Context: an optimization exercise on an open-source flow, tuned for small area, a short achievable clock period and few clock cycles. The choices shown serve that exercise and are no tape-out recipe. RTL that was checked went through simulation tests only; none was proved equivalent to the original. Power and IR drop assume default switching activity.

Setup of rev 12:
## bl_engine
module bl_engine (
  input  wire        clk,
  input  wire        rst,
  input  wire        rx_valid,
  input  wire [7:0]  rx_data,
  input  wire        rx_err,
  output wire        rx_ready,
  output wire        tx_valid,
  output wire [7:0]  tx_data,
  input  wire        tx_ready,
  output wire        op_valid,
  output wire [3:0]  op_cmd,
  output wire [31:0] op_addr,
  output wire [15:0] op_wdata,
  input  wire        op_ready,
  input  wire        op_ok,
  input  wire [31:0] op_rdata,
  input  wire        rdp_level,
  output wire        exited
);
Settings: LEC_CHECK=0, CAP_MARGIN=20, CORE_MARGIN=2, CORE_UTILIZATION=40, PLACE_DENSITY=0.6, SLEW_MARGIN=20; clock period 10.0 ns.
standard.sh (not shown) runs the stock make flow with config.mk's settings and CLKGATE_MAP_FILE= SYNTH_SCRIPT=/design/flow/synth_recipe.tcl, a recipe that flattens the netlist after the stock synthesis.
==> flow/flow/run.sh <==
#!/bin/bash
# The standard layout, with buf_2 port buffers and timing repair aimed
# at a tighter setup target; each ORFS step logs under orfs/logs/.
cd "$(dirname "$0")/.."
bash standard.sh BUFFER_PORTS_ARGS="-buffer_cell sky130_fd_sc_hd__buf_2" SETUP_SLACK_MARGIN=6.8 finish > standard.log 2>&1
[inputs] rev 13 vs rev 12
-- flow/design.v --
<<< rev 12, line 34
  localparam [3:0] OP_DEINIT       = 4'd11;
  localparam [3:0] OP_CALL         = 4'd12;
  localparam integer RL = 89;    
  localparam integer FB = 5;     
  function [31:0] crc_byte;
>>> rev 13, line 34
  localparam [3:0] OP_DEINIT       = 4'd11;
  localparam [3:0] OP_CALL         = 4'd12;
  localparam integer RL = 95;    
  localparam integer FB = 5;     
  function [31:0] crc_byte;
<<< rev 12, line 130
  wire pend_n  = (pend & !wr_now) | (acc & dat_now & par & !rx_err);
  wire fhw_n   = first_hw & !wr_now;
  wire stall_n = pend_n & !fhw_n & (wr_now | (wpos != 7'd87));
  wire [15:0] tap = ({16{sel[0]}} & ring[0]) |
                    ({16{sel[1]}} & ring[11]) |
                    ({16{sel[2]}} & ring[22]) |
                    ({16{sel[3]}} & ring[33]) |
                    ({16{sel[4]}} & ring[44]) |
                    ({16{sel[5]}} & ring[56]) |
                    ({16{sel[6]}} & ring[67]) |
                    ({16{sel[7]}} & ring[78]);
  wire fetch  = hit & avl_nz & !fth[FB-1];
  wire fempty = !fth[0];
  wire [15:0] head = fifo[frp];
  wire [7:0] sel_up = {rpos == 7'd77, rpos == 7'd66, rpos == 7'd55, rpos == 7'd43, rpos == 7'd32, rpos == 7'd21, rpos == 7'd10, rpos == 7'd88};
  wire [7:0] sel_dn = {rpos == 7'd79, rpos == 7'd68, rpos == 7'd57, rpos == 7'd45, rpos == 7'd34, rpos == 7'd23, rpos == 7'd12, rpos == 7'd1};
  wire fire_tx = txv & tx_ready;
  wire fire_op = opv & op_ready;
>>> rev 13, line 130
  wire pend_n  = (pend & !wr_now) | (acc & dat_now & par & !rx_err);
  wire fhw_n   = first_hw & !wr_now;
  wire stall_n = pend_n & !fhw_n & (wr_now | (wpos != 7'd93));
  wire [15:0] tap = ({16{sel[0]}} & ring[0])  | ({16{sel[1]}} & ring[12]) |
                    ({16{sel[2]}} & ring[24]) | ({16{sel[3]}} & ring[36]) |
                    ({16{sel[4]}} & ring[48]) | ({16{sel[5]}} & ring[60]) |
                    ({16{sel[6]}} & ring[71]) | ({16{sel[7]}} & ring[83]);
  wire fetch  = hit & avl_nz & !fth[FB-1];
  wire fempty = !fth[0];
  wire [15:0] head = fifo[frp];
  wire [7:0] sel_up = {rpos == 7'd82, rpos == 7'd70, rpos == 7'd59, rpos == 7'd47,
                       rpos == 7'd35, rpos == 7'd23, rpos == 7'd11, rpos == 7'd94};
  wire [7:0] sel_dn = {rpos == 7'd84, rpos == 7'd72, rpos == 7'd61, rpos == 7'd49,
                       rpos == 7'd37, rpos == 7'd25, rpos == 7'd13, rpos == 7'd1};
  wire fire_tx = txv & tx_ready;
  wire fire_op = opv & op_ready;
<<< rev 12, line 273
    end
    if (wr_now)
      wpos <= 7'd87;
    else
      wpos <= w94 ? 7'd0 : wpos + 7'd1;
    w94 <= !wr_now && (wpos == 7'd87);
    if (rst) begin
      pend     <= 1'b0;
>>> rev 13, line 271
    end
    if (wr_now)
      wpos <= 7'd93;
    else
      wpos <= w94 ? 7'd0 : wpos + 7'd1;
    w94 <= !wr_now && (wpos == 7'd93);
    if (rst) begin
      pend     <= 1'b0;
<<< rev 12, line 289
      hit  <= 1'b1;
    end else if (fetch) begin
      rpos <= (rpos == 7'd0) ? 7'd88 : rpos - 7'd1;
      sel  <= sel_dn;
      hit  <= |sel_dn;
    end else begin
      rpos <= (rpos == 7'd88) ? 7'd0 : rpos + 7'd1;
      sel  <= sel_up;
      hit  <= |sel_up;
>>> rev 13, line 287
      hit  <= 1'b1;
    end else if (fetch) begin
      rpos <= (rpos == 7'd0) ? 7'd94 : rpos - 7'd1;
      sel  <= sel_dn;
      hit  <= |sel_dn;
    end else begin
      rpos <= (rpos == 7'd94) ? 7'd0 : rpos + 7'd1;
      sel  <= sel_up;
      hit  <= |sel_up;
--- outcome ---
Rev 12 -> rev 13: portion of netlist area occupied by mux cells flat. Sort rev 12 and rev 13 by width of the chip desc -> top: rev 13. Rev 13 vs rev 12 — number of DRC violations after detailed-routing iteration 0 climbed by a little under 10%. Looking at reported sequential group power, rev 13 sits 5.0% above rev 12. The final reports for rev 13 and rev 12 show proportion of cell area occupied by registers higher in the former.
Function was not checked in any run of this note: the RTL went through the layout flow alone.

* * *

Another version of the RTL of bl_engine (not shown whole).
Size: about 3400 cells after synthesis, ~1700 flip-flops, roughly 110 I/O pins.
==> flow/design.v (excerpt) <==
module bl_engine (
  input  wire        clk,
  input  wire        rst,
  input  wire        rx_valid,
  input  wire [7:0]  rx_data,
  input  wire        rx_err,
  output wire        rx_ready,
  output wire        tx_valid,
  output wire [7:0]  tx_data,
  input  wire        tx_ready,
  output wire        op_valid,
  output wire [3:0]  op_cmd,
  output wire [31:0] op_addr,
  output wire [15:0] op_wdata,
  input  wire        op_ready,
  input  wire        op_ok,
  input  wire [31:0] op_rdata,
  input  wire        rdp_level,
  output wire        exited
);
  localparam [7:0] ACK  = 8'hCD;
  localparam [7:0] NACK = 8'hAB;
  localparam [3:0] OP_FLASH_UNLOCK = 4'd0;
  localparam [3:0] OP_FLASH_LOCK   = 4'd1;
  localparam [3:0] OP_OPT_UNLOCK   = 4'd2;
  localparam [3:0] OP_OPT_LOCK     = 4'd3;
  localparam [3:0] OP_PAGE_ERASE   = 4'd4;
  localparam [3:0] OP_MASS_ERASE   = 4'd5;
  localparam [3:0] OP_PROG_HALF    = 4'd6;
  localparam [3:0] OP_OPT_PROG_RDP = 4'd7;
  ...
==> flow/config.mk <==
export PLATFORM = sky130hd
export DESIGN_NAME = bl_engine
export DESIGN_NICKNAME = bl_engine
export VERILOG_FILES = /design/flow/design.v
export SDC_FILE = /design/flow/constraint.sdc
export NUM_CORES = 4
export LEC_CHECK = 0
export CAP_MARGIN = 20
export CORE_MARGIN = 2
export CORE_UTILIZATION = 40
export PLACE_DENSITY = 0.6
export SLEW_MARGIN = 20
==> flow/constraint.sdc <==
create_clock -name core_clock -period 10.0 [get_ports {clk}]
set_input_delay 2.0000 -clock core_clock [delete_from_list [all_inputs] [get_ports {clk}]]
set_output_delay 2.0000 -clock core_clock [all_outputs]
set_load 0.01 [all_outputs]
==> flow/flow/run.sh <==
#!/bin/bash
# The standard layout, with buf_2 port buffers, timing repair aimed at a
# tighter setup target and CTS without dummy loads and with larger sink
# clusters; each ORFS step logs under
# orfs/logs/, the make output goes to standard.log.
cd "$(dirname "$0")/.."
bash standard.sh BUFFER_PORTS_ARGS="-buffer_cell sky130_fd_sc_hd__buf_2" SETUP_SLACK_MARGIN=7.0 \
  CTS_ARGS="-sink_clustering_enable -repair_clock_nets -dont_use_dummy_load -sink_clustering_size 24 -sink_clustering_max_diameter 80" finish > standard.log 2>&1
Testbench counts at the start, summed over its fixed seeds: cycles 51,884.
Then changed:
--- a/flow/design.v
+++ b/flow/design.v
@@ -115,17 +115,17 @@
   reg [7:0]  lo_q;
   reg        pend;        
   reg        first_hw;    
   reg [6:0]  wpos;        
   reg        w94;         
   reg [3:0]  roff;
   reg [6:0]  avl;         
   reg        avl_nz;
-  reg [11:0] sel;
+  reg [7:0]  sel;
   reg        hit;         
   reg [15:0] fifo [0:FB-1];
   reg [2:0]  fwp, frp;
   reg [FB-1:0] fth;       
   assign rx_ready = rdy;
   assign tx_valid = txv;
   assign tx_data  = txd;
   assign op_valid = opv;
@@ -137,32 +137,28 @@
   wire trl_now = !first_q & (cnt[7:3] == 5'd0) & (cnt[2:0] <= 3'd4);
   wire dat_now = (hp == 3'd7) & !trl_now;
   wire end_now = rx_err | (first_q ? (rx_data == 8'd0) : last_q);
   wire wr_now  = pend & (first_hw | w94);
   wire pend_n  = (pend & !wr_now) | (acc & dat_now & par & !rx_err);
   wire fhw_n   = first_hw & !wr_now;
   wire stall_n = pend_n & !fhw_n & (wr_now | (wpos != 7'd87));
   wire [15:0] tap = ({16{sel[0]}} & ring[0]) |
-                    ({16{sel[1]}} & ring[7]) |
-                    ({16{sel[2]}} & ring[15]) |
-                    ({16{sel[3]}} & ring[22]) |
-                    ({16{sel[4]}} & ring[30]) |
-                    ({16{sel[5]}} & ring[37]) |
-                    ({16{sel[6]}} & ring[44]) |
-                    ({16{sel[7]}} & ring[52]) |
-                    ({16{sel[8]}} & ring[59]) |
-                    ({16{sel[9]}} & ring[67]) |
-                    ({16{sel[10]}} & ring[74]) |
-                    ({16{sel[11]}} & ring[82]);
+                    ({16{sel[1]}} & ring[11]) |
+                    ({16{sel[2]}} & ring[22]) |
+                    ({16{sel[3]}} & ring[33]) |
+                    ({16{sel[4]}} & ring[44]) |
+                    ({16{sel[5]}} & ring[56]) |
+                    ({16{sel[6]}} & ring[67]) |
+                    ({16{sel[7]}} & ring[78]);
   wire fetch  = hit & avl_nz & !fth[FB-1];
   wire fempty = !fth[0];
   wire [15:0] head = fifo[frp];
-  wire [3:0] rlast  = |(sel & 12'h54A) ? 4'd7 : 4'd6;    
-  wire [3:0] rlastp = |(sel & 12'hA94) ? 4'd7 : 4'd6;    
+  wire [3:0] rlast  = sel[4] ? 4'd11 : 4'd10;    
+  wire [3:0] rlastp = sel[5] ? 4'd11 : 4'd10;    
   wire       rend   = (roff == rlast);
   wire       rbeg   = (roff == 4'd0);
   wire fire_tx = txv & tx_ready;
   wire fire_op = opv & op_ready;
   reg [7:0] rlen;
   always @(*) begin
     if (c_id)
       case (c_sub)
@@ -300,25 +296,25 @@
       pend     <= 1'b0;
       first_hw <= 1'b1;
     end else begin
       pend     <= pend_n;
       first_hw <= fhw_n | (bv & b_first);
     end
     if (wr_now && first_hw) begin
       roff <= 4'd0;
-      sel  <= 12'd1;
+      sel  <= 8'h01;
       hit  <= 1'b1;
     end else if (fetch) begin
       roff <= rbeg ? rlastp : roff - 4'd1;
-      if (rbeg) sel <= {sel[0], sel[11:1]};
+      if (rbeg) sel <= {sel[0], sel[7:1]};
       hit  <= (roff == 4'd1);
     end else begin
       roff <= rend ? 4'd0 : roff + 4'd1;
-      if (rend) sel <= {sel[10:0], sel[11]};
+      if (rend) sel <= {sel[6:0], sel[7]};
       hit  <= rend;
     end
     if (fetch)
       fwp <= next5(fwp);
     if (pop)
       frp <= next5(frp);
     if (rst || (bv && b_first)) begin
       avl    <= 7'd0;
@@ -357,17 +353,17 @@
         opa <= {bd, opa[31:8]};
       if (b_len) begin
         len_q <= bd;
         wsh   <= (cnt - 8'd4 == bd) && (cnt >= 8'd4);    
       end
       if (b_dat && !b_odd)
         lo_q <= bd;
     end
-    if (rxon && first_q && !bv) begin
+    if (rst || (bv && b_last)) begin
       crc <= 32'hFFFF_FFFF;
       m   <= 1'b1;
     end else if (bv) begin
       if (b_trl) begin
         crc <= {8'd0, crc[31:8]};
         m   <= m & (bd == crc[7:0]);
       end else begin
         crc <= crc_nx;
After rerunning:
- The new run completed without violations
- total power went down by a few percent
- core utilization went down by 0.54 points
- routed wire length went down by a little under a tenth
- die area went down slightly
- combinational power went down by a quarter to a third
- synthesized area went down slightly
- maximum frequency went up slightly
Testbench counts after the change, summed over its fixed seeds: cycles 52,366.

[afterwards: timing with drivers on the ports]
In the flow no input, the clock included, has a driving cell. The finished layouts below were timed again as built, in two steps. Step 1: set_driving_cell puts a clkbuf_16 on clk and a buf_2 on each other input, an assumption about the parent block. Step 2 times the ports against the registers' clock, not the clock port: input delays grow and output delays shrink by t, the midpoint of the rising clock arrivals with the driver on. Slacks: ideal ports / drivers / drivers and shift; pairs: ideal ports / drivers.
| run | shift t [ns] | slack for setup (ns) | clock arrival spread, ns | worst data-port slew with drivers (ns) |
|---|---|---|---|---|
| rev 12 | 0.803 | 6.719 / 6.651 / 6.101 | 0.052 / 0.052 | 0.08 |
| rev 13 | 0.809 | 6.763 / 6.692 / 6.209 | 0.059 / 0.059 | 0.12 |
| the first run of note 2 | 0.712 | 6.835 / 6.771 / 6.202 | 0.106 / 0.106 | 0.08 |
| the second run of note 2 | 0.709 | 6.845 / 6.774 / 6.352 | 0.089 / 0.089 | 0.08 |
After both steps every run listed still meets setup and hold. For the first run of note 2, which loses most, drivers alone change the setup slack by -0.064 ns; drivers and shift together by -0.633 ns.
